Source: an optimization exercise on an open RTL-to-GDS flow (aim: small area). Production flows keep margins and buffers that such runs may drop.
Function was not checked in any run shown here: the RTL went through the layout flow alone.
The clock cells of run 1 come from the design's own scripts or RTL, not from TritonCTS.
The flow treats the clock pin as an ideal source. Dropping or thinning the clock tree relies on that and would not hold on a real chip.
Power and IR drop assume default switching activity.

## flow/design.v

```verilog
module mhu (
    input  wire        clk,
    input  wire        rst,               
    input  wire        cfg_we,
    input  wire [15:0] cfg_wdata,
    output wire [15:0] cfg_rdata,
    input  wire        in_valid,
    input  wire [7:0]  in_data,
    input  wire        in_last,
    output wire        in_ready,
    output wire        hdr_valid,
    output wire [2:0]  hdr_type,
    output wire [12:0] hdr_length,
    output wire        hdr_is_data,
    output wire        aux_valid,
    output wire        aux_is_seq,
    output wire [15:0] aux_value,
    output wire        aux_known,
    output wire        sse_strobe,
    output wire        body_valid,
    output wire [7:0]  body_data,
    output wire        smp_valid,
    output wire [31:0] smp_data,
    output wire        done_valid,
    output wire [1:0]  done_status,
    output wire        done_is_data,
    output wire [2:0]  done_type,
    output wire [12:0] done_length,
    output wire [15:0] done_item,
    output wire [15:0] done_seq,
    output wire        done_seq_present,
    output wire        done_sse
);
    reg [15:0] cfg_bitwidth;    
    reg [7:0]  hlo, hhi_n;      
    reg [7:0]  alo, ahi_n;      
    reg [7:0]  acc0, acc1_n, acc2_n;  
    reg [2:0]  st;
    reg        lg;              
    reg [1:0]  gm;              
    assign cfg_rdata = cfg_bitwidth;
    assign in_ready  = 1'b1;
    wire beat = in_valid & ~rst;
    wire pb   = st[2];
    wire [1:0] c = st[1:0];
    wire c0   = (c == 2'b00);
    wire c1   = (c == 2'b01);
    wire c2   = (c == 2'b11);
    wire c3   = (c == 2'b10);
    wire p0   = ~pb & c0;
    wire p1   = ~pb & c1;
    wire p2   = ~pb & c2;
    wire p3   = ~pb & c3;
    wire [1:0] cnext = {c[0], ~c[1]};
    wire full = (cnext == gm);
    wire [7:0] in_n = ~in_data;
    wire [7:0] m0   = c0 ? in_data : acc0;   
    wire [7:0] m1_n = c1 ? in_n : acc1_n;    
    wire [7:0] m2_n = c2 ? in_n : acc2_n;    
    wire [7:0] hcur_n = p1 ? in_n : hhi_n;   
    wire [7:0] vhi_n  = p3 ? in_n : ahi_n;   
    wire cfg_legal = (cfg_bitwidth[15:6] == 10'd0) && (cfg_bitwidth[2:0] == 3'd0) &&
                     (cfg_bitwidth[5] ? (cfg_bitwidth[4:3] == 2'd0) : (cfg_bitwidth[4:3] != 2'd0));
    always @(posedge clk) begin
        if (rst)
            cfg_bitwidth <= 16'd0;
        else if (cfg_we)
            cfg_bitwidth <= cfg_wdata;
        if (rst)
            st <= 3'd0;
        else if (in_valid) begin
            if (in_last)
                st <= 3'd0;
            else
                st <= {pb | c3, (pb & full) ? 2'b00 : cnext};
        end
        if (p0) begin
            hlo <= in_data;
            lg  <= cfg_legal;
            gm  <= {cfg_bitwidth[4], cfg_bitwidth[4] ^ cfg_bitwidth[3]};
        end
        hhi_n  <= hcur_n;
        if (p2) alo <= in_data;
        ahi_n  <= vhi_n;
        acc0   <= m0;
        acc1_n <= m1_n;
        acc2_n <= m2_n;
    end
    wire [7:0] hhi  = ~hhi_n;
    wire [7:0] hcur = ~hcur_n;
    wire [7:0] vhi  = ~vhi_n;                        
    wire cls   = hcur[7];                            
    wire lo_known = (alo == 8'h00) || (alo == 8'h18) || (alo == 8'h20) ||
                    (alo == 8'h44) || (alo == 8'h8A) || (alo == 8'hB8);
    wire known = lo_known && (vhi == 8'd0);
    wire px    = p3 | pb;                            
    assign hdr_valid   = beat & p1;
    assign hdr_type    = in_data[7:5];
    assign hdr_length  = {in_data[4:0], hlo};
    assign hdr_is_data = in_data[7];
    assign aux_valid   = beat & p3;
    assign aux_is_seq  = hhi[7];
    assign aux_value   = {in_data, alo};
    assign aux_known   = hhi[7] | known;
    assign sse_strobe  = beat & p1 & in_data[7] & ~lg;
    assign body_valid  = beat & pb & (hhi[7] | known);
    assign body_data   = in_data;
    assign smp_valid   = beat & pb & hhi[7] & lg & full;
    assign smp_data[7:0]   = m0;
    assign smp_data[15:8]  = c0 ? 8'd0 : ~m1_n;
    assign smp_data[23:16] = c[1] ? ~m2_n : 8'd0;
    assign smp_data[31:24] = c3 ? in_data : 8'd0;
    wire isctl_ok = ~cls & px & known;
    wire ok       = ~p0 & (cls | (px & known));
    assign done_valid       = beat & in_last;
    assign done_status[0]   = p0 | (~cls & (p1 | p2));
    assign done_status[1]   = ~p0 & ~cls & px & ~known;
    assign done_is_data     = ~p0 & cls;
    assign done_type        = ok ? hcur[7:5] : 3'd0;
    assign done_length      = ok ? {hcur[4:0], hlo} : 13'd0;
    assign done_item        = isctl_ok ? {vhi, alo} : 16'd0;
    assign done_seq         = (cls & px) ? {vhi, alo} : 16'd0;
    assign done_seq_present = cls & px;
    assign done_sse         = ~p0 & cls & ~lg;
endmodule
```

## flow/flow/run.sh

```bash
#!/bin/bash
# Layout flow: the standard synthesis re-run with an area-oriented ABC mapping
# (same registers, checked against the standard synthesis), every port buffered
# by buf_1, ABC buffers removed, one tie cell per constant value, and a clock tree built by hand (flow/manual_cts.tcl).
set -euo pipefail
W=$PWD
R=$W/orfs/results/$FLOW_PLATFORM/mhu/base
RA=$W/orfs_alt/results/$FLOW_PLATFORM/mhu/base
export BUFFER_PORTS_ARGS="-buffer_cell sky130_fd_sc_hd__buf_1"
export REMOVE_ABC_BUFFERS=1
export SKIP_REPAIR_TIE_FANOUT=1
export PRE_CTS_TCL=$W/flow/manual_cts.tcl
export MCTS_N=4
export MCTS_CELL=sky130_fd_sc_hd__clkbuf_8

# 1. the standard synthesis
bash standard.sh synth > synth_standard.log 2>&1
cp $R/1_2_yosys.v synth_standard.v

# 2. the same synthesis script with another ABC mapping script
sed 's|log_cmd abc {\*}$abc_args|log_cmd abc -script '"$W"'/flow/abc_amap.script {*}[lrange $abc_args 2 end]|' \
    $FLOW_HOME/scripts/synth.tcl > alt_synth_core.tcl
sed "s|source \$::env(SCRIPTS_DIR)/synth.tcl|source $W/alt_synth_core.tcl|" synth_recipe.tcl > alt_synth.tcl
cmd=$(grep '^make ' standard.sh | sed -e "s|WORK_HOME=[^ ]*|WORK_HOME=$W/orfs_alt|" \
      -e "s|SYNTH_SCRIPT=[^ ]*|SYNTH_SCRIPT=$W/alt_synth.tcl|" -e 's|"\${@:-finish}"|synth|')
if grep -q abc_amap alt_synth_core.tcl && grep -q alt_synth_core alt_synth.tcl \
   && eval "$cmd" > synth_alt.log 2>&1 \
   && python3 flow/regs.py synth_standard.v $RA/1_2_yosys.v > regs_check.log 2>&1; then
  cp $RA/1_2_yosys.v $R/1_2_yosys.v
  touch $R/1_2_yosys.v
  echo "using the area-mapped netlist" >> regs_check.log
fi

# 3. the rest of the standard layout
bash standard.sh > layout.log 2>&1
```

## flow/flow/abc_amap.script

```
strash
dc2
dch -f
amap
```

## flow/flow/manual_cts.tcl

```tcl
# Clock tree built by hand, run as the CTS step's PRE hook: the register clock
# pins are split by recursive bisection of their positions into MCTS_N groups,
# each driven by one MCTS_CELL clock buffer placed at the group's centre. The
# leaf buffers are driven by the clock port, or by one MCTS_ROOT buffer when it
# is set. clock_tree_synthesis then has nothing left to do.
set n $::env(MCTS_N)
set cell $::env(MCTS_CELL)
set root ""
if { [info exists ::env(MCTS_ROOT)] } { set root $::env(MCTS_ROOT) }
set block [ord::get_db_block]
set db [ord::get_db]
set clk_net [$block findNet clk]

proc bisect { sinks parts } {
  if { $parts <= 1 || [llength $sinks] < 2 } { return [list $sinks] }
  set xs [lsort -integer [lmap s $sinks { lindex $s 0 }]]
  set ys [lsort -integer [lmap s $sinks { lindex $s 1 }]]
  set axis [expr { ([lindex $xs end] - [lindex $xs 0]) >= ([lindex $ys end] - [lindex $ys 0]) ? 0 : 1 }]
  set sorted [lsort -integer -index $axis $sinks]
  set left [expr { $parts / 2 }]
  set cut [expr { ([llength $sorted] * $left) / $parts }]
  return [concat [bisect [lrange $sorted 0 [expr { $cut - 1 }]] $left] \
                 [bisect [lrange $sorted $cut end] [expr { $parts - $left }]]]
}

set sinks {}
foreach it [$clk_net getITerms] {
  set box [[$it getInst] getBBox]
  lappend sinks [list [expr { ([$box xMin] + [$box xMax]) / 2 }] \
                      [expr { ([$box yMin] + [$box yMax]) / 2 }] $it]
}
puts "manual CTS: [llength $sinks] sinks in $n groups of $cell, root '$root'"

set drive_net $clk_net
if { $root ne "" } {
  set rbuf [odb::dbInst_create $block [$db findMaster $root] clkbuf_m_root]
  set rnet [odb::dbNet_create $block clknet_m_root]
  $rnet setSigType CLOCK
  [$rbuf findITerm A] connect $clk_net
  [$rbuf findITerm X] connect $rnet
  set drive_net $rnet
}

set g 0
set cx 0
set cy 0
foreach group [bisect $sinks $n] {
  set buf [odb::dbInst_create $block [$db findMaster $cell] clkbuf_m_$g]
  set net [odb::dbNet_create $block clknet_m_$g]
  $net setSigType CLOCK
  set sx 0
  set sy 0
  foreach s $group {
    set it [lindex $s 2]
    $it disconnect
    $it connect $net
    incr sx [lindex $s 0]
    incr sy [lindex $s 1]
  }
  [$buf findITerm A] connect $drive_net
  [$buf findITerm X] connect $net
  set k [llength $group]
  set x [expr { $sx / $k }]
  set y [expr { $sy / $k }]
  $buf setLocation $x $y
  $buf setPlacementStatus PLACED
  incr cx $x
  incr cy $y
  puts "manual CTS: group $g drives $k sinks around ($x, $y)"
  incr g
}
if { $root ne "" } {
  $rbuf setLocation [expr { $cx / $g }] [expr { $cy / $g }]
  $rbuf setPlacementStatus PLACED
}
global_connect

proc clock_tree_synthesis { args } {
  puts "clock_tree_synthesis skipped: the clock tree was built by hand"
}
```

## flow/flow/regs.py

```python
# Compare the registers (instance name and cell type, drive strength aside) of two netlists.
import re, sys
def regs(path):
    out = set()
    for m in re.finditer(r'^\s*(sky130_fd_sc_hd__(\w+?))_\d+\s+(\S+)\s*\(', open(path).read(), re.M):
        if re.match(r'(e?df|sdf|dl)', m.group(2)):
            out.add((m.group(2), m.group(3)))
    return out
a, b = regs(sys.argv[1]), regs(sys.argv[2])
print(f"{len(a)} registers in the standard netlist, {len(b)} in the other; equal: {a == b}")
sys.exit(0 if a == b and a else 1)
```

## flow/standard.sh

```bash
#!/bin/bash
# synth_recipe.tcl (not shown) runs the flow's synth.tcl, then flattens the netlist and writes it again
# the make line also repeats each setting of config.mk as NAME=value (left out here)
make -C /OpenROAD-flow-scripts/flow DESIGN_CONFIG=/design/flow/config.mk WORK_HOME=/design/flow/orfs CLKGATE_MAP_FILE= SYNTH_SCRIPT=/design/flow/synth_recipe.tcl "${@:-finish}"
```

## flow/config.mk

```make
export PLATFORM = sky130hd
export DESIGN_NAME = mhu
export DESIGN_NICKNAME = mhu
export VERILOG_FILES = /design/flow/design.v
export SDC_FILE = /design/flow/constraint.sdc
export NUM_CORES = 4
export LEC_CHECK = 0
export CAP_MARGIN = 20
export CORE_MARGIN = 2
export CORE_UTILIZATION = 55
export SLEW_MARGIN = 20
```

## flow/constraint.sdc

```tcl
create_clock -name core_clock -period 6.0 [get_ports {clk}]
set_input_delay 1.2000 -clock core_clock [delete_from_list [all_inputs] [get_ports {clk}]]
set_output_delay 1.2000 -clock core_clock [all_outputs]
set_load 0.01 [all_outputs]
```

==> metrics.md, run 1 <==
| Metric | Value |
|---|---|
| Status | `complete, no violations` |
| Pint | `730 uW` |
| R2R Setup Slk | `3.44 ns` |
| Fin. max-slew vios | `0` |
| Post-synthesis cell count | `368` |
| Switch Pwr | `277 uW` |
| Clock power frac | `18.7%` |
| Leakage power | `1.40 nW` |
| Synthesis-to-layout area growth | `17.3%` |
| Nets | `543` |
| Largest net degree at the start of global routing | `25` |
| Maximum vdd drop | `0.000178 V` |
| Final TNS setup | `0 ns` |
| Worst path slowest cell | `nor2_1` |
| RSZ-0062 raised after global routing | `false` |
| R2R Path End | `ahi_n[6]` |
| PwrDens | `265 mW/mm2` |
| WL/cell | `14.1 um` |
| CTS clk-pin slew, worst paths | `0.12 ns` |
| Final ANT Viol Nets | `0` |
| Post-placement cell area | `0.00374 mm2` |
| Flop pwr share | `62.3%` |
| Vias in the first global route | `2505` |
| Worst setup EP type | `output port` |
| Cell row count | `27` |
| WP data arrival | `4.00 ns` |
| Hold endpoint | `cfg_bitwidth[3]` |
| Critical path type | `reg -> out` |
| Worst r2r path cells | `6` |
| Ant diodes | `0` |
| Slew HR | `33.3%` |
| CTS Hold Bufs | `0` |
| Initial Util | `57.7%` |
| Critical Path Most Common Cell | `nor2_1` |
| CP startpoint kind | `register` |
| Pre-antenna DRT Iters | `5` |
| First-pass GRT wire length | `12.5 mm` |
| Total power | `1.01 mW` |
| Clock Skews | `0.00940 ns` |
| Register Area | `0.00175 mm2` |
| Min Hold Slack | `0.484 ns` |
| Die area | `0.00651 mm2` |
| GRT overflow | `0` |
| Port Buffer Count | `169` |
| Logic gate share of total power | `18.9%` |
| Syn Area/Cell | `8.80 um2` |
| Via density | `5.08` |
| Worst skew pair latency | `0.17 ns` |
| Beginning of the worst hold path | `cfg_bitwidth[3]` |
| Final hold vios | `0` |
| Ports | `180` |
| Post-CTS sizing | `0` |
| Most frequent cells in the layout | `169 x buf_1, 105 x nor2_1, 59 x dfxtp_1` |
| Min Tclk post-route | `5.20 ns` |
| Worst Tran Pin Value | `0.996 ns` |
| Setup Fix Bufs, Post-CTS | `0` |
| Worst hold path type | `reg -> reg` |
| Post-Layout Cell Count | `583` |
| Initial antenna violation count | `0` |
| Placed Cells incl. Taps | `579` |
| Total number of vias | `2962` |
| Final setup vio count | `0` |
| Crit Path Max Fanout | `16` |
| Multi-input logic area | `0.00110 mm2` |
| Synth Cell Area | `0.00324 mm2` |
| Req. time, crit path | `4.80 ns` |
| Design Area, Final | `0.00380 mm2` |
| Fmax | `192 MHz` |
| Post-Route WL | `8.20 mm` |
| Synth Warn # | `1` |
| Die width | `80.7 um` |
| Hold path depth | `2` |
| Final GP Congestion | `0.857` |
| Height of the chip | `80.7 um` |
| Drc violations | `0` |
| 1st-iter DRT viols | `192` |
| Reg2Reg Launch Point | `st[1]` |
| CP Cell Sequence | `clkinv_1 > nor2_1 > clkinv_1 > nor2_1 > nor2_1 > a21oi_1 > nand4_1 > nor3_1 > clkinv_1 > nor2_1 > nor2_1 > nor2b_1 > buf_1` |
| Max incr delay on CP | `0.76 ns` |
| Total track usage | `24.3%` |
| Sw frac | `27.5%` |
| Period utilisation layout | `86.6%` |
| FILL cells | `505` |
| Commonest non-fill, non-tap cell in the layout | `buf_1` |
| Fraction of layout cells with a size suffix above 1 | `2.15%` |
| MaxCap Viol Count | `0` |
| Post-DP HPWL | `6.15 mm` |
| Core Region | `0.00561 mm2` |
[sequential cells by signal (all words and copies together), names as in the netlist]
register      flops
alo               8
cfg_bitwidth     16
lg                1
hhi_n             8
hlo               8
st                3
acc2_n            8
ahi_n             8
gm                2
acc1_n            8
acc0              8
[metrics by stage]
step	util [%]	worst slack, ns
2_1_floorplan	-	1.87
3_3_place_gp	66.7	1.22
3_5_place_dp	66.7	1.02
4_1_cts	67.7	1.00
5_1_grt	67.7	0.388
6_report	67.7	0.804
[power groups by stage]
stage	clock network (mW)	logic (mW)	registers, mW
global placement	0	0.186	0.638
global route	0.210	0.215	0.635
floorplan	0	0.106	0.640
finish	0.189	0.191	0.628
detailed placement	0	0.190	0.640
CTS	0.140	0.191	0.641
[worst max-delay path: cells and delay by family (launching register included)]
kind / cells / cell delay, ns
compound gates: 1 / 0.27
buf+inv: 4 / 0.93
flops: 1 / 0.47
simple gates: 8 / 2.15
[layout make-up]
class	instances	share of cell area, %
repair buffers	175	17.9
multi-input cells	221	28.9
inverters	33	3.26
plain buffers	4	1.45
flip-flops and latches	78	46.1
well taps	72	2.37
[worst max path at each step]
stage	slack, ns	end	startpoint
floorplan	1.87	done_item[1]	st[1]
global placement	1.22	done_length[0]	st[1]
detailed placement	1.02	done_length[0]	st[1]
CTS	1.00	done_length[0]	st[1]
global route	0.39	done_length[6]	st[1]
finish	0.80	done_length[6]	st[1]
[per-layer routing]
| layer | wire (um) | track usage [%] |
|---|---|---|
| met1 | 3530 | 34.0 |
| met3 | 597 | 2.47 |
| met2 | 4000 | 43.0 |
| met5 | 0 | 0 |
| met4 | 70 | 1.69 |
==> run 2, diff against run 1 <==
--- a/flow/design.v
+++ b/flow/design.v
@@ -34,5 +34,5 @@
     reg [15:0] cfg_bitwidth;    
-    reg [7:0]  hlo, hhi_n;      
-    reg [7:0]  alo, ahi_n;      
-    reg [7:0]  acc0, acc1_n, acc2_n;  
+    reg [7:0]  hlo, hhi;        
+    reg [7:0]  alo, ahi;        
+    reg [7:0]  acc0, acc1, acc2;  
     reg [2:0]  st;
@@ -43,20 +43,10 @@
     wire beat = in_valid & ~rst;
+    wire p0   = (st == 3'd0);
+    wire p1   = (st == 3'd1);
+    wire p2   = (st == 3'd2);
+    wire p3   = (st == 3'd3);
     wire pb   = st[2];
-    wire [1:0] c = st[1:0];
-    wire c0   = (c == 2'b00);
-    wire c1   = (c == 2'b01);
-    wire c2   = (c == 2'b11);
-    wire c3   = (c == 2'b10);
-    wire p0   = ~pb & c0;
-    wire p1   = ~pb & c1;
-    wire p2   = ~pb & c2;
-    wire p3   = ~pb & c3;
-    wire [1:0] cnext = {c[0], ~c[1]};
-    wire full = (cnext == gm);
-    wire [7:0] in_n = ~in_data;
-    wire [7:0] m0   = c0 ? in_data : acc0;   
-    wire [7:0] m1_n = c1 ? in_n : acc1_n;    
-    wire [7:0] m2_n = c2 ? in_n : acc2_n;    
-    wire [7:0] hcur_n = p1 ? in_n : hhi_n;   
-    wire [7:0] vhi_n  = p3 ? in_n : ahi_n;   
+    wire [1:0] gidx = st[1:0];
+    wire [1:0] gnext = gidx + 2'd1;
+    wire full = (gnext == gm);
     wire cfg_legal = (cfg_bitwidth[15:6] == 10'd0) && (cfg_bitwidth[2:0] == 3'd0) &&
@@ -73,21 +63,23 @@
                 st <= 3'd0;
+            else if (!pb)
+                st <= st + 3'd1;
             else
-                st <= {pb | c3, (pb & full) ? 2'b00 : cnext};
+                st <= {1'b1, full ? 2'd0 : gnext};
         end
-        if (p0) begin
-            hlo <= in_data;
-            lg  <= cfg_legal;
-            gm  <= {cfg_bitwidth[4], cfg_bitwidth[4] ^ cfg_bitwidth[3]};
+        if (in_valid) begin
+            if (p0) begin
+                hlo <= in_data;
+                lg  <= cfg_legal;
+                gm  <= cfg_bitwidth[4:3];
+            end
+            if (p1) hhi <= in_data;
+            if (p2) alo <= in_data;
+            if (p3) ahi <= in_data;
+            if (gidx == 2'd0) acc0 <= in_data;
+            if (gidx == 2'd1) acc1 <= in_data;
+            if (gidx == 2'd2) acc2 <= in_data;
         end
-        hhi_n  <= hcur_n;
-        if (p2) alo <= in_data;
-        ahi_n  <= vhi_n;
-        acc0   <= m0;
-        acc1_n <= m1_n;
-        acc2_n <= m2_n;
     end
-    wire [7:0] hhi  = ~hhi_n;
-    wire [7:0] hcur = ~hcur_n;
-    wire [7:0] vhi  = ~vhi_n;                        
-    wire cls   = hcur[7];                            
+    wire cls   = p1 ? in_data[7] : hhi[7];           
+    wire [7:0] vhi = p3 ? in_data : ahi;             
     wire lo_known = (alo == 8'h00) || (alo == 8'h18) || (alo == 8'h20) ||
@@ -108,8 +100,9 @@
     assign smp_valid   = beat & pb & hhi[7] & lg & full;
-    assign smp_data[7:0]   = m0;
-    assign smp_data[15:8]  = c0 ? 8'd0 : ~m1_n;
-    assign smp_data[23:16] = c[1] ? ~m2_n : 8'd0;
-    assign smp_data[31:24] = c3 ? in_data : 8'd0;
+    assign smp_data[7:0]   = (gidx == 2'd0) ? in_data : acc0;
+    assign smp_data[15:8]  = (gidx == 2'd1) ? in_data : (gidx[1] ? acc1 : 8'd0);
+    assign smp_data[23:16] = (gidx == 2'd2) ? in_data : ((gidx == 2'd3) ? acc2 : 8'd0);
+    assign smp_data[31:24] = (gidx == 2'd3) ? in_data : 8'd0;
     wire isctl_ok = ~cls & px & known;
     wire ok       = ~p0 & (cls | (px & known));
+    wire [7:0] hcur = p1 ? in_data : hhi;
     assign done_valid       = beat & in_last;
==> flow/run.sh (new file) <==
#!/bin/bash
# synth_recipe.tcl (not shown) runs the flow's synth.tcl, then flattens the netlist and writes it again
# the make line also repeats each setting of config.mk as NAME=value (left out here)
make -C /OpenROAD-flow-scripts/flow DESIGN_CONFIG=/design/flow/config.mk WORK_HOME=/design/flow/orfs CLKGATE_MAP_FILE= SYNTH_SCRIPT=/design/flow/synth_recipe.tcl finish
--- a/flow/config.mk
+++ b/flow/config.mk
@@ -9,3 +9,3 @@
 export CORE_MARGIN = 2
-export CORE_UTILIZATION = 55
+export CORE_UTILIZATION = 35
 export SLEW_MARGIN = 20
removed: flow/flow/run.sh
removed: flow/flow/abc_amap.script
removed: flow/flow/manual_cts.tcl
removed: flow/flow/regs.py
removed: flow/standard.sh
==> run 2 against run 1 <==
  * Synthesized cell count grew 3.0%
  * Design area rose by 64%
  * First-iteration DRC count grew 0.52%
  * Worst setup slack better by 0.26 ns
  * Clock skew down 0.0047 ns
  * Largest cell class unchanged
  * Largest power group unchanged
==> metrics.md, run 2 <==
| Metric | Value |
|---|---|
| CTS clk-pin slew, worst paths | `0.06 ns (-0.06 ns)` |
| Total number of vias | `3363 (+14%)` |
| WP data arrival | `3.74 ns (-0.26 ns)` |
| Area contributors post-synth | `edfxtp_1 42%, dfxtp_1 9.0%, buf_4 6.6%` |
| Final TNS setup | `0 ns (unchanged)` |
| Worst hold path type | `reg -> reg` |
| Fin. max-slew vios | `0 (unchanged)` |
| Die width | `114 um (+41%)` |
| Final ANT Viol Nets | `0 (unchanged)` |
| DP Worst Slack | `1.10 ns (+0.0757 ns)` |
| Height of the chip | `114 um (+41%)` |
| Initial Util | `35.5% (-22 points)` |
| Ant diodes | `0 (unchanged)` |
| Clock Skews | `0.00467 ns (-0.00473 ns)` |
| Min Tclk post-route | `4.94 ns (-0.261 ns)` |
| Drc violations | `0 (unchanged)` |
| Post-DP HPWL | `8.45 mm (+37%)` |
| Crit Path Max Fanout | `14 (-2)` |
| Multi-input logic area | `0.00172 mm2 (+57%)` |
| Reg2Reg Launch Point | `st[1]` |
| Worst skew pair latency | `0.33 ns (+0.16 ns)` |
| Max reg flops | `16 (unchanged)` |
| # H-tree levels | `3` |
| 1st-iter DRT viols | `193 (+0.52%)` |
| Most frequent cell after synthesis | `edfxtp_1` |
| First-pass GRT wire length | `18.1 mm (+45%)` |
| Total track usage | `18.1% (-6.3 points)` |
| Worst setup EP type | `output port` |
| Register Area | `0.00215 mm2 (+23%)` |
| Most frequent cells in the layout | `169 x clkdlybuf4s50_1, 59 x edfxtp_1, 33 x nand2_1` |
| Yosys top cell area share | `41.9%` |
| Worst Setup SP | `in_data[7]` |
| Post-synthesis cell count | `379 (+3.0%)` |
| Period utilisation layout | `82.3% (-4.3 points)` |
| Final setup vio count | `0 (unchanged)` |
| Core Region | `0.0119 mm2 (+110%)` |
| Worst Tran Pin Value | `0.915 ns (-0.0814 ns)` |
| Port Buffer Count | `169 (unchanged)` |
| Total CTS buffers | `9` |
| Clock root buffer | `clkbuf_16` |
| Clock Path Buffers | `2` |
| Biggest register | `cfg_bitwidth` |
| Status | `complete, no violations` |
| Worst r2r path cells | `5 (-1)` |
| Via density | `5.00 (-1.5%)` |
| Die area | `0.0130 mm2 (+99%)` |
| PwrDens | `234 mW/mm2 (-12%)` |
| Ports | `180 (unchanged)` |
| Final setup margin | `1.06 ns (+0.261 ns)` |
| Register area share after synthesis | `50.9%` |
| Beginning of the worst hold path | `cfg_bitwidth[3]` |
| Cell row count | `40 (+48%)` |
| Req. time, crit path | `4.80 ns (about the same)` |
| Synthesis-to-layout area growth | `46.9%` |
| Total power | `1.45 mW (+44%)` |
| WL/cell | `17.4 um (+24%)` |
| Number of flops mapped to enable cells by yosys | `59` |
| Post-CTS sizing | `0 (unchanged)` |
| Syn Area/Cell | `11.2 um2 (+27%)` |
| Setup Fix Bufs, Post-CTS | `0 (unchanged)` |
| MaxCap Viol Count | `0 (unchanged)` |
| FILL cells | `1065 (+110%)` |
| Yosys top cell by area | `edfxtp_1` |
| Design Area, Final | `0.00621 mm2 (+64%)` |
| Initial antenna violation count | `0 (unchanged)` |
| Slew HR | `38.8% (+5.5 points)` |
| Fraction of layout cells with a size suffix above 1 | `14.3% (+12 points)` |
| Synth top cells by count | `59 x edfxtp_1, 37 x buf_4, 33 x nand2_1` |
| CTS Hold Bufs | `0 (unchanged)` |
| Leakage power | `2.22 nW (+58%)` |
| GRT overflow | `0 (unchanged)` |
| Async SR Flop Fraction | `0%` |
| Dominant synthesized flop cell | `edfxtp_1` |
| Final hold vios | `0 (unchanged)` |
| Largest net degree at the start of global routing | `37 (+48%)` |
| Commonest non-fill, non-tap cell in the layout | `clkdlybuf4s50_1` |
| Final GP Congestion | `0.760 (-11%)` |
| # clock sinks | `78` |
| Post-placement cell area | `0.00586 mm2 (+57%)` |
| Crit path to | `done_item[2]` |
| Synth Warn # | `1 (unchanged)` |
| RSZ-0062 raised after global routing | `false` |
| Layout Utilization | `52.1% (-16 points)` |
| Fmax | `203 MHz (+5.3%)` |
| R2R Setup Slk | `3.66 ns (+0.22 ns)` |
| Maximum vdd drop | `0.000132 V (-26%)` |
| Critical path type | `in -> out` |
| R2R Path End | `hhi[7]` |
| Nets | `553 (+1.8%)` |
| Yosys cell types | `45` |
| CTS tree | `done` |
| Synth Cell Area | `0.00423 mm2 (+31%)` |
| Pre-antenna DRT Iters | `4 (-1)` |
| Vias in the first global route | `3227 (+29%)` |
| CP startpoint kind | `input port` |
| FF+latch count, synth | `78` |
| Post-Route WL | `11.7 mm (+43%)` |
[run 2: stage by stage]
| step | std cells | hold WS [ns] |
|---|---|---|
| CTS | 672 | 0.513 |
| global route | 672 | 0.540 |
| global placement | 656 | 0.490 |
| finish | 672 | 0.503 |
| detailed placement | 656 | 0.494 |
| floorplan | 387 | 0.479 |
[run 2: worst min-delay path by stage]
stage,cells past startpoint,slack (ns),end
2_1_floorplan,2,0.48,st[1]
3_3_place_gp,0,0.49,gm[0]
3_5_place_dp,0,0.49,gm[0]
4_1_cts,0,0.51,gm[0]
5_1_grt,0,0.54,gm[0]
6_report,0,0.50,gm[0]
[run 2: cell type report]
cell class	instances	area share, %
inverters	5	0.302
flip-flops and latches	78	34.7
well taps	147	2.96
clock inverters	7	1.96
clock buffers	9	3.63
repair buffers	181	28.7
multi-input cells	245	27.8
[run 2: where the power goes]
group          switching (mW)  leakage (nW)  internal, mW
sequential             0.0150         0.716         0.610
clock                   0.216         0.170         0.408
combinational          0.0973          1.33         0.105
[run 2: kinds of logic after synthesis]
group	count (synthesis)	share of synthesized area, %
other cells	2	0.178
flops	78	50.9
buf+inv	64	9.30
fa+ha+maj	4	1.18
simple gates	145	18.8
mux	40	10.2
xor+xnor	3	0.622
compound gates	43	8.85
[run 2: routing by layer]
metal  part of all wire [%]  up-vias  wire length (um)  track usage, %
met1                     46     1601              5380            24.9
met5                      0        -                 0               0
li1                       -     1602                 -               -
met4                    1.2        0               144            5.04
met3                    6.8       16               791            3.56
met2                     46      144              5390            29.2
[run 2: worst max-delay path, stage by stage]
cell and delay [ns]:
clkdlybuf4s50_1 0.50, buf_4 0.24, mux2i_1 0.39, o21ai_1 0.35, nor4b_1 0.43, clkdlybuf4s50_1 0.61
==> run 3, diff against run 2 <==
==> flow/flow/run.sh (new file) <==
#!/bin/bash
# Standard layout, with every port buffered by the smallest buffer (buf_1).
set -euo pipefail
export BUFFER_PORTS_ARGS="-buffer_cell sky130_fd_sc_hd__buf_1"
bash standard.sh > standard_flow.log 2>&1
==> flow/standard.sh (new file) <==
#!/bin/bash
# synth_recipe.tcl (not shown) runs the flow's synth.tcl, then flattens the netlist and writes it again
# the make line also repeats each setting of config.mk as NAME=value (left out here)
make -C /OpenROAD-flow-scripts/flow DESIGN_CONFIG=/design/flow/config.mk WORK_HOME=/design/flow/orfs CLKGATE_MAP_FILE= SYNTH_SCRIPT=/design/flow/synth_recipe.tcl "${@:-finish}"
--- a/flow/config.mk
+++ b/flow/config.mk
@@ -7,2 +7,3 @@
 export LEC_CHECK = 0
+export ABC_AREA = 1
 export CAP_MARGIN = 20
removed: flow/run.sh
==> run 3 against run 2 <==
  * Still clean on timing, DRC and antenna
  * Synthesized cell count increased by 21%
  * Sequential power grew 0.8%
  * Core utilization down 9.2 points
  * Largest power group unchanged
  * Highest routed layer unchanged
==> metrics.md, run 3 <==
| Metric | Value |
|---|---|
| Synthesis-to-layout area growth | `19.0%` |
| Height of the chip | `113 um (-1.0%)` |
| Drc violations | `0 (unchanged)` |
| Syn Area/Cell | `8.99 um2 (-19%)` |
| Cell row count | `39 (-2.5%)` |
| Total CTS buffers | `9 (unchanged)` |
| Period utilisation layout | `72.5% (-9.7 points)` |
| Status | `complete, no violations` |
| WL/cell | `15.3 um (-12%)` |
| Pre-antenna DRT Iters | `4 (unchanged)` |
| Final hold vios | `0 (unchanged)` |
| Synth Warn # | `1 (unchanged)` |
| PwrDens | `260 mW/mm2 (+11%)` |
| MaxCap Viol Count | `0 (unchanged)` |
| # H-tree levels | `3 (unchanged)` |
| Final setup vio count | `0 (unchanged)` |
| Worst path slowest cell | `ha_1` |
| Post-CTS sizing | `0 (unchanged)` |
| Slew HR | `32.8% (-6.1 points)` |
| R2R Path End | `ahi[5]` |
| Synth top cells by count | `79 x nor2_1, 59 x edfxtp_1, 55 x inv_1` |
| Final ANT Viol Nets | `0 (unchanged)` |
| Worst hold path type | `reg -> reg` |
| GRT overflow | `0 (unchanged)` |
| CTS clk-pin slew, worst paths | `0.06 ns (about the same)` |
| Most frequent cell after synthesis | `nor2_1` |
| Area contributors post-synth | `edfxtp_1 43%, dfxtp_1 9.2%, nor2_1 7.2%` |
| Nets | `635 (+15%)` |
| Total track usage | `17.8% (-0.31 points)` |
| Worst setup EP type | `output port` |
| Die area | `0.0127 mm2 (-2.1%)` |
| Critical path type | `reg -> out` |
| Synth Cell Area | `0.00414 mm2 (-2.1%)` |
| Setup Fix Bufs, Post-CTS | `0 (unchanged)` |
| Req. time, crit path | `4.80 ns (about the same)` |
| Fin. max-slew vios | `0 (unchanged)` |
| Clock root buffer | `clkbuf_16` |
| Async SR Flop Fraction | `0% (unchanged)` |
| Worst Tran Pin Value | `1.01 ns (+0.0937 ns)` |
| Most frequent cells in the layout | `169 x buf_1, 79 x nor2_1, 59 x edfxtp_1` |
| Port Buffer Count | `169 (unchanged)` |
| WP data arrival | `3.15 ns (-0.59 ns)` |
| Core Region | `0.0115 mm2 (-3.7%)` |
| CTS tree | `done` |
| Dominant synthesized flop cell | `edfxtp_1` |
| Beginning of the worst hold path | `cfg_bitwidth[3]` |
| Yosys top cell area share | `42.8% (+0.91 points)` |
| RSZ-0062 raised after global routing | `false` |
| FF+latch count, synth | `78 (unchanged)` |
| Clock Path Buffers | `2 (unchanged)` |
| Yosys cell types | `34 (-24%)` |
| Die width | `113 um (-1.0%)` |
| Reg2Reg Launch Point | `st[1]` |
| CP Cell Sequence | `ha_1 > nand2_8 > nand2_2 > nand2_2 > nor2_1 > nand2_1 > nor2_4 > nand3_1 > nor2_1 > buf_1` |
| Leakage power | `1.91 nW (-14%)` |
| Total power | `1.28 mW (-12%)` |
| Initial Util | `36.1% (+0.59 points)` |
| Fmax | `230 MHz (+13%)` |
| Yosys top cell by area | `edfxtp_1` |
| Final GP Congestion | `0.903 (+19%)` |
| CP startpoint kind | `register` |
| Biggest register | `cfg_bitwidth` |
| Final TNS setup | `0 ns (unchanged)` |
| Hold path depth | `0 (unchanged)` |
| Crit Path Max Fanout | `25 (+11)` |
| # clock sinks | `78 (unchanged)` |
| Max reg flops | `16 (unchanged)` |
| 1st-iter DRT viols | `332 (+72%)` |
| Fraction of layout cells with a size suffix above 1 | `9.39% (-4.9 points)` |
| Worst r2r path cells | `4 (-1)` |
| Vias in the first global route | `3291 (+2.0%)` |
| Ports | `180 (unchanged)` |
| R2R Setup Slk | `3.90 ns (+0.24 ns)` |
| Post-Route WL | `11.4 mm (-2.2%)` |
| Commonest non-fill, non-tap cell in the layout | `buf_1` |
| Min Tclk post-route | `4.35 ns (-0.584 ns)` |
| Via density | `4.74 (-5.4%)` |
| Number of flops mapped to enable cells by yosys | `59 (unchanged)` |
| CTS Hold Bufs | `0 (unchanged)` |
| First-pass GRT wire length | `17.6 mm (-2.7%)` |
| Ant diodes | `0 (unchanged)` |
| Largest net degree at the start of global routing | `29 (-22%)` |
| Total number of vias | `3552 (+5.6%)` |
| Worst skew pair latency | `0.33 ns (about the same)` |
| Hold endpoint | `gm[0]` |
| Maximum vdd drop | `0.000161 V (+21%)` |
| Register area share after synthesis | `52.0% (+1.1 points)` |
| Post-synthesis cell count | `460 (+21%)` |
| Initial antenna violation count | `0 (unchanged)` |
| Max incr delay on CP | `0.91 ns (+0.30 ns)` |
| Clock Skews | `0.00527 ns (+0.000603 ns)` |
| Worst Setup SP | `st[1]` |
| Post-DP HPWL | `8.46 mm (about the same)` |
run 3: through the flow:
step	cell area [um2]	hold WS (ns)	utilization [%]	std cells	setup WS, ns
2_1_floorplan	4170	0.517	-	468	2.68
3_3_place_gp	4650	0.474	40.6	734	2.00
3_5_place_dp	4650	0.473	40.6	734	1.97
4_1_cts	4920	0.493	42.9	750	1.61
5_1_grt	4920	0.530	42.9	750	1.30
6_report	4920	0.489	42.9	750	1.65
run 3: layout make-up:
type | count | area [um2]
clock buffer | 11 | 233
clock inverter | 5 | 36.3
fill | 1173 | 6540
inverter | 58 | 230
multi-input combinational | 281 | 1420
sequential | 78 | 2150
tap | 143 | 179
timing repair buffer | 174 | 672
run 3: per-layer routing:
| metal | wire [um] | vias to the layer above | global-route usage, % |
|---|---|---|---|
| met5 | 0 | - | 0 |
| met4 | 261 | 0 | 5.93 |
| met3 | 963 | 16 | 5.41 |
| met2 | 5430 | 159 | 28.9 |
| met1 | 4780 | 1632 | 22.7 |
| li1 | - | 1745 | - |
run 3: power by group:
group | switching, mW | internal [mW]
registers | 0.0156 | 0.615
clock network | 0.209 | 0.280
logic | 0.116 | 0.0466
run 3: cells by family (layout without fill, tap and decap cells):
kind of cell	after synthesis	count (layout)	share of synthesized area [%]
other cells	2	10	0.182
flops	78	78	52.0
simple gates	187	187	21.0
compound gates	77	77	10.6
fa+ha+maj	4	4	1.21
buf+inv	109	248	14.3
xor+xnor	3	3	0.635
run 3: worst max-delay path, delay by kind of cell (launching register included):
family        cells  cell delay [ns]
flops             1             0.56
buf+inv           1             0.17
fa+ha+maj         1             0.91
simple gates      8             1.16
run 3: how the worst max path moves through the flow:
| stage | end | cells after the start | slack [ns] |
|---|---|---|---|
| 3_5_place_dp | done_length[2] | 10 | 1.97 |
| 2_1_floorplan | done_length[10] | 8 | 2.68 |
| 4_1_cts | done_length[2] | 10 | 1.61 |
| 6_report | done_item[5] | 10 | 1.65 |
| 5_1_grt | done_length[2] | 10 | 1.30 |
| 3_3_place_gp | done_length[12] | 9 | 2.00 |
==> run 4, diff against run 3 <==
--- a/flow/flow/run.sh
+++ b/flow/flow/run.sh
@@ -4,2 +4,3 @@
 export BUFFER_PORTS_ARGS="-buffer_cell sky130_fd_sc_hd__buf_1"
+export REMOVE_ABC_BUFFERS=1
 bash standard.sh > standard_flow.log 2>&1
--- a/flow/config.mk
+++ b/flow/config.mk
@@ -10,3 +10,4 @@
 export CORE_MARGIN = 2
-export CORE_UTILIZATION = 35
+export CORE_UTILIZATION = 55
+export CTS_BUF_LIST = sky130_fd_sc_hd__clkbuf_4 sky130_fd_sc_hd__clkbuf_8
 export SLEW_MARGIN = 20
==> run 4 against run 3 <==
  * Still clean
  * Cell count fell by 5.7%
  * Register-to-register slack got worse by 0.44 ns
  * Clock skew rose by 0.0068 ns
  * Design area fell by 1.8%
  * Worst setup slack got worse by 0.061 ns
  * Combinational power barely moved
  * Global-route usage rose by 6.9 points
  * Fmax fell by 1.4%
  * Area after synthesis did not move
==> metrics.md, run 4 <==
| Metric | Value |
|---|---|
| Status | `complete, no violations` |
| Dominant synthesized flop cell | `edfxtp_1` |
| Crit Path Max Fanout | `25 (unchanged)` |
| MaxCap Viol Count | `0 (unchanged)` |
| Slew HR | `29.2% (-3.6 points)` |
| Via density | `4.96 (+4.7%)` |
| Post-synthesis cell count | `460 (unchanged)` |
| Period utilisation layout | `73.5% (+1.0 points)` |
| Worst r2r path cells | `4 (unchanged)` |
| Height of the chip | `90.7 um (-20%)` |
| Worst skew pair latency | `0.34 ns (about the same)` |
| Initial Util | `57.0% (+21 points)` |
| Critical Path Most Common Cell | `nand2_2` |
| Synth Warn # | `1 (unchanged)` |
| Nets | `636 (+0.16%)` |
| Syn Area/Cell | `8.99 um2 (unchanged)` |
| Final GP Congestion | `0.829 (-8.2%)` |
| Fraction of layout cells with a size suffix above 1 | `10.0% (+0.64 points)` |
| Biggest register | `cfg_bitwidth` |
| Layout Utilization | `66.7% (+24 points)` |
| Register area share after synthesis | `52.0% (unchanged)` |
| Final ANT Viol Nets | `0 (unchanged)` |
| Yosys cell types | `34 (unchanged)` |
| Total CTS buffers | `9 (unchanged)` |
| Yosys top cell by area | `edfxtp_1` |
| CTS clk-pin slew, worst paths | `0.07 ns (about the same)` |
| Hold endpoint | `gm[1]` |
| Min Hold Slack | `0.492 ns (+0.00247 ns)` |
| Max reg flops | `16 (unchanged)` |
| Ant diodes | `0 (unchanged)` |
| Async SR Flop Fraction | `0% (unchanged)` |
| Synthesis-to-layout area growth | `16.9%` |
| 1st-iter DRT viols | `255 (-23%)` |
| Core Region | `0.00725 mm2 (-37%)` |
| PwrDens | `253 mW/mm2 (-2.7%)` |
| First-pass GRT wire length | `16.1 mm (-8.6%)` |
| RSZ-0062 raised after global routing | `false` |
| CP Cell Sequence | `ha_1 > nand2_8 > nand2_2 > nand2_2 > nor2_1 > nand2_1 > nor2_4 > nand3_4 > a21oi_1 > buf_1` |
| Max incr delay on CP | `0.95 ns (+0.04 ns)` |
| CP startpoint kind | `register` |
| WL/cell | `14.0 um (-8.1%)` |
| Final hold vios | `0 (unchanged)` |
| Total power | `1.22 mW (-4.4%)` |
| Clock root buffer | `clkbuf_8` |
| Worst Tran Pin Value | `1.06 ns (+0.0535 ns)` |
| R2R Setup Slk | `3.46 ns (-0.44 ns)` |
| Post-CTS sizing | `0 (unchanged)` |
| Beginning of the worst hold path | `cfg_bitwidth[4]` |
| Final TNS setup | `0 ns (unchanged)` |
| Most frequent cell after synthesis | `nor2_1` |
| Min Tclk post-route | `4.41 ns (+0.0608 ns)` |
| # clock sinks | `78 (unchanged)` |
| Final setup vio count | `0 (unchanged)` |
| Req. time, crit path | `4.80 ns (about the same)` |
| Fin. max-slew vios | `0 (unchanged)` |
| Commonest non-fill, non-tap cell in the layout | `buf_1` |
| Setup Fix Bufs, Post-CTS | `0 (unchanged)` |
| Total number of vias | `3507 (-1.3%)` |
| Worst path slowest cell | `ha_1` |
| Reg2Reg Launch Point | `st[1]` |
| Clock Path Buffers | `2 (unchanged)` |
| R2R Path End | `hlo[1]` |
| Most frequent cells in the layout | `169 x buf_1, 79 x nor2_1, 59 x edfxtp_1` |
| Worst setup EP type | `output port` |
| Die width | `90.7 um (-20%)` |
| Leakage power | `1.92 nW (+0.11%)` |
| WP data arrival | `3.21 ns (+0.06 ns)` |
| Critical path type | `reg -> out` |
| Initial antenna violation count | `0 (unchanged)` |
| Hold path depth | `0 (unchanged)` |
| Drc violations | `0 (unchanged)` |
| Maximum vdd drop | `0.000170 V (+5.5%)` |
| Yosys top cell area share | `42.8% (unchanged)` |
| GRT overflow | `0 (unchanged)` |
| Placed Cells incl. Taps | `691 (-5.9%)` |
| Post-Layout Cell Count | `707 (-5.7%)` |
| Post-DP HPWL | `7.25 mm (-14%)` |
| Clock Skews | `0.0121 ns (+0.00679 ns)` |
| Vias in the first global route | `3165 (-3.8%)` |
| Area contributors post-synth | `edfxtp_1 43%, dfxtp_1 9.2%, nor2_1 7.2%` |
| Ports | `180 (unchanged)` |
| CTS Hold Bufs | `0 (unchanged)` |
| CTS tree | `done` |
| Port Buffer Count | `169 (unchanged)` |
| Fmax | `227 MHz (-1.4%)` |
| FF+latch count, synth | `78 (unchanged)` |
| Number of flops mapped to enable cells by yosys | `59 (unchanged)` |
| Total track usage | `24.7% (+6.9 points)` |
| Die area | `0.00823 mm2 (-35%)` |
| # H-tree levels | `3 (unchanged)` |
| Largest net degree at the start of global routing | `29 (unchanged)` |
| Worst hold path type | `reg -> reg` |
| Cell row count | `31 (-21%)` |
| Pre-antenna DRT Iters | `4 (unchanged)` |
| Synth Cell Area | `0.00414 mm2 (unchanged)` |
| Post-Route WL | `9.91 mm (-13%)` |
| Synth top cells by count | `79 x nor2_1, 59 x edfxtp_1, 55 x inv_1` |
-- run 4: cell counts after synthesis --
No cell type changed its count.
-- run 4: stage by stage --
step,setup WS [ns],cell area (um2)
final,1.59,4840
after global routing,1.28,4840
after CTS,1.56,4840
after detailed placement,1.92,4610
after global placement,2.03,4610
after floorplan,2.53,3800
-- run 4: kinds of logic (layout without fill, tap and decap cells) --
group | after synthesis | after routing | share of synthesized area, %
buf+inv | 109 | 249 | 14.3
flops | 78 | 78 | 52.0
simple gates | 187 | 187 | 21.0
other cells | 2 | 10 | 0.182
xor+xnor | 3 | 3 | 0.635
compound gates | 77 | 77 | 10.6
fa+ha+maj | 4 | 4 | 1.21
-- run 4: critical path, delay by kind of cell, from the launching register on --
kind            cells  cell delay, ns
simple gates        7            0.95
fa+ha+maj           1            0.95
buf+inv             1            0.17
flops               1            0.58
compound gates      1            0.22
-- run 4: cell type report --
type / instances / area, um2
clock buffers: 12 / 153
clock inverters: 4 / 71.3
fillers: 680 / 2420
inverters: 58 / 230
multi-input cells: 281 / 1430
flip-flops and latches: 78 / 2150
well taps: 99 / 124
repair buffers: 175 / 679
-- run 4: power by group --
part           internal [mW]  switching (mW)  leakage [nW]
combinational         0.0468           0.113          1.08
sequential             0.615          0.0154         0.718
clock                  0.255           0.181         0.118
total                  0.916           0.309          1.92
-- run 4: how the worst max path moves through the flow --
stage          startpoint         endpoint  slack, ns  cells past startpoint
2_1_floorplan       st[1]   done_length[0]       2.53                      9
5_1_grt             st[1]  done_length[12]       1.28                     10
3_3_place_gp        st[1]   done_length[2]       2.03                     10
4_1_cts             st[1]   done_length[2]       1.56                     10
3_5_place_dp        st[1]   done_length[2]       1.92                     10
6_report            st[1]   done_length[2]       1.59                     10
-- run 4: layer usage --
layer | track usage (%) | wire [um]
met1 | 33.6 | 4290
met2 | 40.7 | 4860
met3 | 3.42 | 591
met4 | 8.08 | 171
met5 | 0 | 0
==> run 5, diff against run 4 <==
==> flow/flow/run.sh (replaced) <==
#!/bin/bash
# Standard layout, with every port buffered by the smallest buffer (buf_1),
# ABC buffers removed, and a small clock tree without dummy loads.
set -euo pipefail
export BUFFER_PORTS_ARGS="-buffer_cell sky130_fd_sc_hd__buf_1"
export REMOVE_ABC_BUFFERS=1
export CTS_ARGS="-sink_clustering_enable -repair_clock_nets -dont_use_dummy_load -sink_clustering_size 40 -sink_clustering_max_diameter 150 -buf_list sky130_fd_sc_hd__clkbuf_8"
bash standard.sh > standard_flow.log 2>&1
--- a/flow/config.mk
+++ b/flow/config.mk
@@ -11,3 +11,2 @@
 export CORE_UTILIZATION = 55
-export CTS_BUF_LIST = sky130_fd_sc_hd__clkbuf_4 sky130_fd_sc_hd__clkbuf_8
 export SLEW_MARGIN = 20
==> run 5 against run 4 <==
  * First-iteration DRC count rose by 4.3%
  * Global-route usage down 0.054 points
  * Sequential share of layout area is 0.94 points higher
  * Critical path depth stayed put
  * Flip-flop and latch count is the same
  * Highest routed layer unchanged
==> metrics.md, run 5 <==
| Metric | Value |
|---|---|
| Async SR Flop Fraction | `0% (unchanged)` |
| Via density | `4.97 (+0.11%)` |
| Ports | `180 (unchanged)` |
| Final ANT Viol Nets | `0 (unchanged)` |
| CP Cell Sequence | `ha_1 > nand2_8 > nand2_4 > nand2_2 > nor2_2 > nand2_2 > nor2_4 > nand3_4 > a21oi_1 > buf_1` |
| Nets | `636 (unchanged)` |
| Status | `complete, no violations` |
| Height of the chip | `90.7 um (unchanged)` |
| Final GP Congestion | `0.829 (unchanged)` |
| Min Hold Slack | `0.489 ns (-0.00240 ns)` |
| Cell row count | `31 (unchanged)` |
| Clock Path Buffers | `2 (unchanged)` |
| Fraction of layout cells with a size suffix above 1 | `8.99% (-1.0 points)` |
| Crit path to | `done_length[2]` |
| Fmax | `227 MHz (+0.23%)` |
| Post-DP HPWL | `7.25 mm (unchanged)` |
| Critical path type | `reg -> out` |
| Reg2Reg Launch Point | `st[1]` |
| Area contributors post-synth | `edfxtp_1 43%, dfxtp_1 9.2%, nor2_1 7.2%` |
| Largest net degree at the start of global routing | `29 (unchanged)` |
| WP data arrival | `3.20 ns (about the same)` |
| Final TNS setup | `0 ns (unchanged)` |
| Vias in the first global route | `3146 (-0.60%)` |
| Min Tclk post-route | `4.40 ns (-0.0103 ns)` |
| Max reg flops | `16 (unchanged)` |
| Design Area, Final | `0.00474 mm2 (-2.1%)` |
| Worst path slowest cell | `ha_1` |
| Switch Pwr | `285 uW (-7.7%)` |
| FILL cells | `688 (+1.2%)` |
| # clock sinks | `78 (unchanged)` |
| Crit Path Max Fanout | `25 (unchanged)` |
| Leakage power | `1.86 nW (-2.8%)` |
| Post-placement cell area | `0.00461 mm2 (unchanged)` |
| Synth top cells by count | `79 x nor2_1, 59 x edfxtp_1, 55 x inv_1` |
| Clock power frac | `26.9% (-8.6 points)` |
| Worst setup EP type | `output port` |
| Initial antenna violation count | `0 (unchanged)` |
| Critical Path Most Common Cell | `nand2_2` |
| Dominant synthesized flop cell | `edfxtp_1` |
| Die area | `0.00823 mm2 (unchanged)` |
| Port Buffer Count | `169 (unchanged)` |
| Clock root buffer | `clkbuf_8` |
| Worst r2r path cells | `4 (unchanged)` |
| Ant diodes | `0 (unchanged)` |
| Maximum vdd drop | `0.000168 V (-1.3%)` |
| Flop pwr share | `58.3% (+6.9 points)` |
| CTS Hold Bufs | `0 (unchanged)` |
| GRT overflow | `0 (unchanged)` |
| Max incr delay on CP | `0.95 ns (about the same)` |
| MaxCap Viol Count | `0 (unchanged)` |
| Worst skew pair latency | `0.34 ns (about the same)` |
| Post-CTS sizing | `0 (unchanged)` |
| Fin. max-slew vios | `0 (unchanged)` |
| Slew HR | `29.3% (+0.11 points)` |
| CP startpoint kind | `register` |
| Final hold vios | `0 (unchanged)` |
| Yosys top cell by area | `edfxtp_1` |
| Synth Cell Area | `0.00414 mm2 (unchanged)` |
| RSZ-0062 raised after global routing | `false` |
| WL/cell | `14.1 um (+0.93%)` |
| Total number of vias | `3476 (-0.88%)` |
| Post-Route WL | `9.90 mm (about the same)` |
| Sw frac | `26.3% (+1.2 points)` |
| Core Region | `0.00725 mm2 (unchanged)` |
| Worst Setup SP | `st[1]` |
| Synth Warn # | `1 (unchanged)` |
| Register Area | `0.00215 mm2 (unchanged)` |
| Post-synthesis cell count | `460 (unchanged)` |
| Pre-antenna DRT Iters | `5 (+1)` |
| Multi-input logic area | `0.00143 mm2 (unchanged)` |
| Register area share after synthesis | `52.0% (unchanged)` |
| FF+latch count, synth | `78 (unchanged)` |
| 1st-iter DRT viols | `266 (+4.3%)` |
| Syn Area/Cell | `8.99 um2 (unchanged)` |
| Clock Skews | `0.0214 ns (+0.00929 ns)` |
| Synthesis-to-layout area growth | `14.5%` |
| Yosys cell types | `34 (unchanged)` |
| Pint | `796 uW (-13%)` |
| Biggest register | `cfg_bitwidth` |
| Die width | `90.7 um (unchanged)` |
| Total CTS buffers | `9 (unchanged)` |
| Most frequent cells in the layout | `169 x buf_1, 79 x nor2_1, 59 x edfxtp_1` |
| Total track usage | `24.6% (-0.054 points)` |
| Worst hold path type | `reg -> reg` |
| Req. time, crit path | `4.80 ns (about the same)` |
| Number of flops mapped to enable cells by yosys | `59 (unchanged)` |
| PwrDens | `228 mW/mm2 (-9.9%)` |
| First-pass GRT wire length | `16.1 mm (-0.21%)` |
| # H-tree levels | `3 (unchanged)` |
| Worst Tran Pin Value | `1.06 ns (-0.00171 ns)` |
| Yosys top cell area share | `42.8% (unchanged)` |
| R2R Path End | `hlo[5]` |
| Most frequent cell after synthesis | `nor2_1` |
| Final setup vio count | `0 (unchanged)` |
| Initial Util | `57.0% (unchanged)` |
| Commonest non-fill, non-tap cell in the layout | `buf_1` |
| Drc violations | `0 (unchanged)` |
| Logic gate share of total power | `14.8% (+1.8 points)` |
| Setup Fix Bufs, Post-CTS | `0 (unchanged)` |
| CTS clk-pin slew, worst paths | `0.06 ns (about the same)` |
| CTS tree | `done` |
| R2R Setup Slk | `3.49 ns (+0.03 ns)` |
| Period utilisation layout | `73.4% (-0.17 points)` |
==> run 5: cell counts after synthesis <==
Identical to the previous run, type by type.
==> run 5: metrics by stage <==
| stage | std cells | setup slack (ns) | util (%) | power (mW) |
|---|---|---|---|---|
| 2_1_floorplan | 417 | 2.53 | - | 0.724 |
| 3_3_place_gp | 691 | 2.03 | 63.6 | 0.799 |
| 3_5_place_dp | 691 | 1.92 | 63.6 | 0.802 |
| 4_1_cts | 700 | 1.58 | 65.3 | 1.09 |
| 5_1_grt | 700 | 1.30 | 65.3 | 1.13 |
| 6_report | 700 | 1.60 | 65.3 | 1.08 |
==> run 5: critical path: cells and delay by family, from the launching register on <==
family	cells	cell delay [ns]
AOI/OAI and AO/OA	1	0.22
adders and majority gates	1	0.95
and+or+nand+nor	7	0.97
DFF	1	0.57
buffers and inverters	1	0.17
==> run 5: power by group through the flow <==
stage | clock (mW) | combinational (mW) | sequential, mW
after floorplan | 0 | 0.0797 | 0.645
after global placement | 0 | 0.158 | 0.641
after detailed placement | 0 | 0.160 | 0.642
after CTS | 0.297 | 0.161 | 0.630
after global routing | 0.322 | 0.178 | 0.633
final | 0.291 | 0.160 | 0.630
==> run 5: worst min path at each step <==
stage,startpoint,endpoint,slack (ns),cells after the start
final,cfg_bitwidth[4],gm[1],0.49,0
after global routing,cfg_bitwidth[4],gm[1],0.50,0
after CTS,cfg_bitwidth[4],gm[1],0.49,0
after detailed placement,cfg_bitwidth[4],gm[1],0.47,0
after global placement,cfg_bitwidth[3],gm[0],0.47,0
after floorplan,cfg_bitwidth[3],gm[0],0.52,0
==> run 5: area by class of cell <==
cell class | count | share of cell area, %
well taps | 99 | 2.62
repair buffers | 175 | 14.3
flip-flops and latches | 78 | 45.4
clock buffers | 9 | 2.62
multi-input cells | 281 | 30.1
inverters | 58 | 4.86
==> run 5: per-layer routing <==
layer / track usage, % / wire length, um / share of wire (%)
met5: 0 / 0 / 0
met4: 8.08 / 146 / 1.5
met3: 3.17 / 523 / 5.3
met2: 40.7 / 4830 / 49
met1: 33.6 / 4400 / 44
==> run 5: kinds of logic after synthesis <==
logic type      count (synthesis)  share of synthesized area, %
buf+inv                       109                          14.3
fa+ha+maj                       4                          1.21
xor+xnor                        3                         0.635
compound gates                 77                          10.6
other cells                     2                         0.182
flops                          78                          52.0
simple gates                  187                          21.0
==> run 6, diff against run 5 <==
==> flow/flow/run.sh (replaced) <==
#!/bin/bash
# Layout flow: the standard synthesis re-run with an area-oriented ABC mapping
# (same registers, checked against the standard synthesis), every port buffered
# by buf_1, ABC buffers removed, and a clock tree without dummy loads.
set -euo pipefail
W=$PWD
R=$W/orfs/results/$FLOW_PLATFORM/mhu/base
RA=$W/orfs_alt/results/$FLOW_PLATFORM/mhu/base
export BUFFER_PORTS_ARGS="-buffer_cell sky130_fd_sc_hd__buf_1"
export REMOVE_ABC_BUFFERS=1
export CTS_ARGS="-sink_clustering_enable -repair_clock_nets -dont_use_dummy_load -sink_clustering_size 40 -sink_clustering_max_diameter 150 -buf_list sky130_fd_sc_hd__clkbuf_8"

# 1. the standard synthesis
bash standard.sh synth > synth_standard.log 2>&1
cp $R/1_2_yosys.v synth_standard.v

# 2. the same synthesis script with another ABC mapping script
sed 's|log_cmd abc {\*}$abc_args|log_cmd abc -script '"$W"'/flow/abc_amap.script {*}[lrange $abc_args 2 end]|' \
    $FLOW_HOME/scripts/synth.tcl > alt_synth_core.tcl
sed "s|source \$::env(SCRIPTS_DIR)/synth.tcl|source $W/alt_synth_core.tcl|" synth_recipe.tcl > alt_synth.tcl
cmd=$(grep '^make ' standard.sh | sed -e "s|WORK_HOME=[^ ]*|WORK_HOME=$W/orfs_alt|" \
      -e "s|SYNTH_SCRIPT=[^ ]*|SYNTH_SCRIPT=$W/alt_synth.tcl|" -e 's|"\${@:-finish}"|synth|')
if grep -q abc_amap alt_synth_core.tcl && grep -q alt_synth_core alt_synth.tcl \
   && eval "$cmd" > synth_alt.log 2>&1 \
   && python3 flow/regs.py synth_standard.v $RA/1_2_yosys.v > regs_check.log 2>&1; then
  cp $RA/1_2_yosys.v $R/1_2_yosys.v
  touch $R/1_2_yosys.v
  echo "using the area-mapped netlist" >> regs_check.log
fi

# 3. the rest of the standard layout
bash standard.sh > layout.log 2>&1
==> flow/flow/abc_amap.script (new file) <==
strash
dch -f
amap
==> flow/flow/regs.py (new file) <==
# Compare the registers (instance name and cell type, drive strength aside) of two netlists.
import re, sys
def regs(path):
    out = set()
    for m in re.finditer(r'^\s*(sky130_fd_sc_hd__(\w+?))_\d+\s+(\S+)\s*\(', open(path).read(), re.M):
        if re.match(r'(e?df|sdf|dl)', m.group(2)):
            out.add((m.group(2), m.group(3)))
    return out
a, b = regs(sys.argv[1]), regs(sys.argv[2])
print(f"{len(a)} registers in the standard netlist, {len(b)} in the other; equal: {a == b}")
sys.exit(0 if a == b and a else 1)
--- a/flow/config.mk
+++ b/flow/config.mk
@@ -7,6 +7,5 @@
 export LEC_CHECK = 0
-export ABC_AREA = 1
 export CAP_MARGIN = 20
 export CORE_MARGIN = 2
-export CORE_UTILIZATION = 55
+export CORE_UTILIZATION = 35
 export SLEW_MARGIN = 20
==> run 6 against run 5 <==
  * Cell count is 6.9% lower
  * Via count is 6.1% lower
  * Worst setup slack worse by 0.95 ns
  * Global-route usage is 5.7 points lower
  * Critical path type unchanged
  * Critical endpoint is now done_length[11]
==> metrics.md, run 6 <==
| Metric | Value |
|---|---|
| Status | `complete, no violations` |
| CTS tree | `done` |
| Buffers & Inverters on Critical Path | `4 (+3)` |
| Slew HR | `27.3% (-2.0 points)` |
| Maximum vdd drop | `0.0000784 V (-53%)` |
| Clock Path Buffers | `2 (unchanged)` |
| Synth Cell Area | `0.00369 mm2 (-11%)` |
| Crit path max-delay family | `simple AND/OR/NAND/NOR gates` |
| Req. time, crit path | `4.80 ns (about the same)` |
| Biggest register | `cfg_bitwidth` |
| Vias in the first global route | `2963 (-5.8%)` |
| Final GP Congestion | `0.846 (+2.1%)` |
| CP startpoint kind | `register` |
| Max incr delay on CP | `0.58 ns (-0.37 ns)` |
| Total number of vias | `3264 (-6.1%)` |
| First-pass GRT wire length | `16.4 mm (+2.1%)` |
| Final hold vios | `0 (unchanged)` |
| Pint | `790 uW (-0.76%)` |
| Worst skew pair latency | `0.36 ns (+0.02 ns)` |
| FILL cells | `1071 (+56%)` |
| Cell row count | `37 (+19%)` |
| Max reg flops | `16 (unchanged)` |
| Sw frac | `26.8% (+0.49 points)` |
| RSZ-0062 raised after global routing | `false` |
| Switch Pwr | `290 uW (+1.7%)` |
| Critical path type | `reg -> out` |
| Commonest non-fill, non-tap cell in the layout | `buf_1` |
| Period utilisation layout | `89.3% (+16 points)` |
| Initial antenna violation count | `0 (unchanged)` |
| Critical Path Most Common Cell | `clkinv_1` |
| Worst setup EP type | `output port` |
| Worst Tran Pin Value | `1.09 ns (+0.0260 ns)` |
| Syn Area/Cell | `10.2 um2 (+14%)` |
| CTS Hold Bufs | `0 (unchanged)` |
| Pre-antenna DRT Iters | `4 (-1)` |
| 1st-iter DRT viols | `250 (-6.0%)` |
| Nets | `551 (-13%)` |
| Die width | `107 um (+18%)` |
| Logic gate share of total power | `13.3% (-1.5 points)` |
| Post-DP HPWL | `7.89 mm (+8.8%)` |
| WP data arrival | `4.16 ns (+0.96 ns)` |
| Total CTS buffers | `9 (unchanged)` |
| Initial Util | `35.9% (-21 points)` |
| PwrDens | `244 mW/mm2 (+6.9%)` |
| Final TNS setup | `0 ns (unchanged)` |
| # clock sinks | `78 (unchanged)` |
| Ant diodes | `0 (unchanged)` |
| Clock Skews | `0.0269 ns (+0.00555 ns)` |
| Post-CTS sizing | `0 (unchanged)` |
| Worst path slowest cell | `dfxtp_1` |
| Via density | `5.01 (+0.81%)` |
| Most frequent cells in the layout | `169 x buf_1, 63 x nor2_1, 59 x edfxtp_1` |
| Total track usage | `18.9% (-5.7 points)` |
| Worst hold path type | `reg -> reg` |
| Min Tclk post-route | `5.36 ns (+0.953 ns)` |
| Final ANT Viol Nets | `0 (unchanged)` |
| MaxCap Viol Count | `0 (unchanged)` |
| Port Buffer Count | `169 (unchanged)` |
| Setup Fix Bufs, Post-CTS | `0 (unchanged)` |
| CTS clk-pin slew, worst paths | `0.06 ns (about the same)` |
| Min Hold Slack | `0.520 ns (+0.0301 ns)` |
| WL/cell | `16.9 um (+19%)` |
| Flop pwr share | `58.1% (-0.2 points)` |
| Leakage power | `1.47 nW (-21%)` |
| Synthesis-to-layout area growth | `19.9%` |
| Synth Warn # | `1 (unchanged)` |
| Crit Path Max Fanout | `14 (-44%)` |
| Largest net degree at the start of global routing | `29 (unchanged)` |
| # H-tree levels | `3 (unchanged)` |
| CP Cell Sequence | `ha_1 > clkinv_1 > nor2_2 > clkinv_1 > o22ai_1 > nand4_1 > nor3_1 > a31oi_1 > buf_4 > nor2_1 > buf_1` |
| Height of the chip | `107 um (+18%)` |
| Clock power frac | `28.6% (+1.7 points)` |
| Ports | `180 (unchanged)` |
| Fmax | `187 MHz (-18%)` |
| Fraction of layout cells with a size suffix above 1 | `3.10% (-5.9 points)` |
| Post-synthesis cell count | `361 (-22%)` |
| Clock root buffer | `clkbuf_8` |
| Post-Route WL | `11.0 mm (+11%)` |
| Drc violations | `0 (unchanged)` |
| Die area | `0.0114 mm2 (+38%)` |
| Core Region | `0.0103 mm2 (+42%)` |
| GRT overflow | `0 (unchanged)` |
| Final setup vio count | `0 (unchanged)` |
| Fin. max-slew vios | `0 (unchanged)` |
[run 6: worst reg2reg max path: stages (launching register included)]
cell and delay [ns]:
dfxtp_1 0.44, clkinv_1 0.12, ha_1 0.17, clkinv_1 0.36
nor2_1 0.68, clkinv_1 0.50, o22ai_1 0.46, clkinv_1 0.19
[run 6: power groups by stage]
stage / sequential (mW) / clock, mW / combinational, mW
6_report: 0.627 / 0.308 / 0.144
5_1_grt: 0.630 / 0.332 / 0.159
4_1_cts: 0.627 / 0.314 / 0.145
3_5_place_dp: 0.638 / 0 / 0.145
3_3_place_gp: 0.638 / 0 / 0.143
2_1_floorplan: 0.641 / 0 / 0.0657
[run 6: area by class of cell]
cell class | count | area, um2 | share of cell area [%]
flip-flops and latches | 78 | 2150 | 48.6
multi-input cells | 205 | 1120 | 25.3
repair buffers | 174 | 672 | 15.2
inverters | 50 | 188 | 4.24
well taps | 136 | 170 | 3.84
clock buffers | 9 | 124 | 2.80
[run 6: through the flow]
stage	instance area [um2]	total power [mW]	setup slack [ns]	cells	util [%]
finish	4430	1.08	0.644	652	43.1
global route	4430	1.12	0.249	652	43.1
CTS	4420	1.09	0.452	652	43.0
detailed placement	4300	0.783	0.860	643	41.8
global placement	4300	0.781	1.27	643	41.8
floorplan	3450	0.707	1.70	333	-
[run 6: final timing paths]
path         cells after the start  slack (ns)             from              end
max reg2reg                      7        2.78            st[1]           hhi[7]
min reg2reg                      0        0.52  cfg_bitwidth[4]            gm[1]
max                             11        0.64            st[1]  done_length[11]
min                              0        0.52  cfg_bitwidth[4]            gm[1]
[run 6: routing by layer]
layer  global-route usage (%)  wire length (um)  vias up
met4                     6.86               144        0
li1                         -                 -     1544
met3                     2.74               750       14
met1                     25.6              4680     1557
met2                     30.8              5440      149
met5                        0                 0        -

## separate check: timing with driven ports
The flow's constraints put no driver on any port. The routed layouts listed below were extracted and timed again, unchanged, in two steps. Step 1 sets driving cells, clkbuf_16 on the clock port and buf_2 on the other inputs (assumed; they add their load-dependent delay and slew). Step 2 also shifts input and output timing later by t, the mid clock arrival at the registers, as if the neighbouring blocks saw the same clock. Slacks: no drivers / after step 1 / after step 2; pairs: no drivers / after step 1.
run | t, ns | setup slack, ns | latest minus earliest clock arrival (ns) | slew at the worst register clock pin (ns)
run 1 | 0.224 | 0.804 / 0.744 / 0.968 | 0.010 / 0.010 | 0.12 / 0.12
run 2 | 0.358 | 1.064 / 1.028 / 1.028 | 0.005 / 0.005 | 0.06 / 0.06
run 3 | 0.366 | 1.648 / 1.613 / 1.979 | 0.006 / 0.006 | 0.06 / 0.06
run 4 | 0.368 | 1.587 / 1.555 / 1.923 | 0.015 / 0.015 | 0.08 / 0.08
run 5 | 0.357 | 1.597 / 1.565 / 1.922 | 0.023 / 0.023 | 0.08 / 0.08
run 6 | 0.381 | 0.644 / 0.613 / 0.994 | 0.029 / 0.028 | 0.10 / 0.10
After both steps setup and hold are still met in every run listed. The setup slack of run 2, which loses most, moves by -0.036 ns with the drivers and by -0.036 ns with both steps.
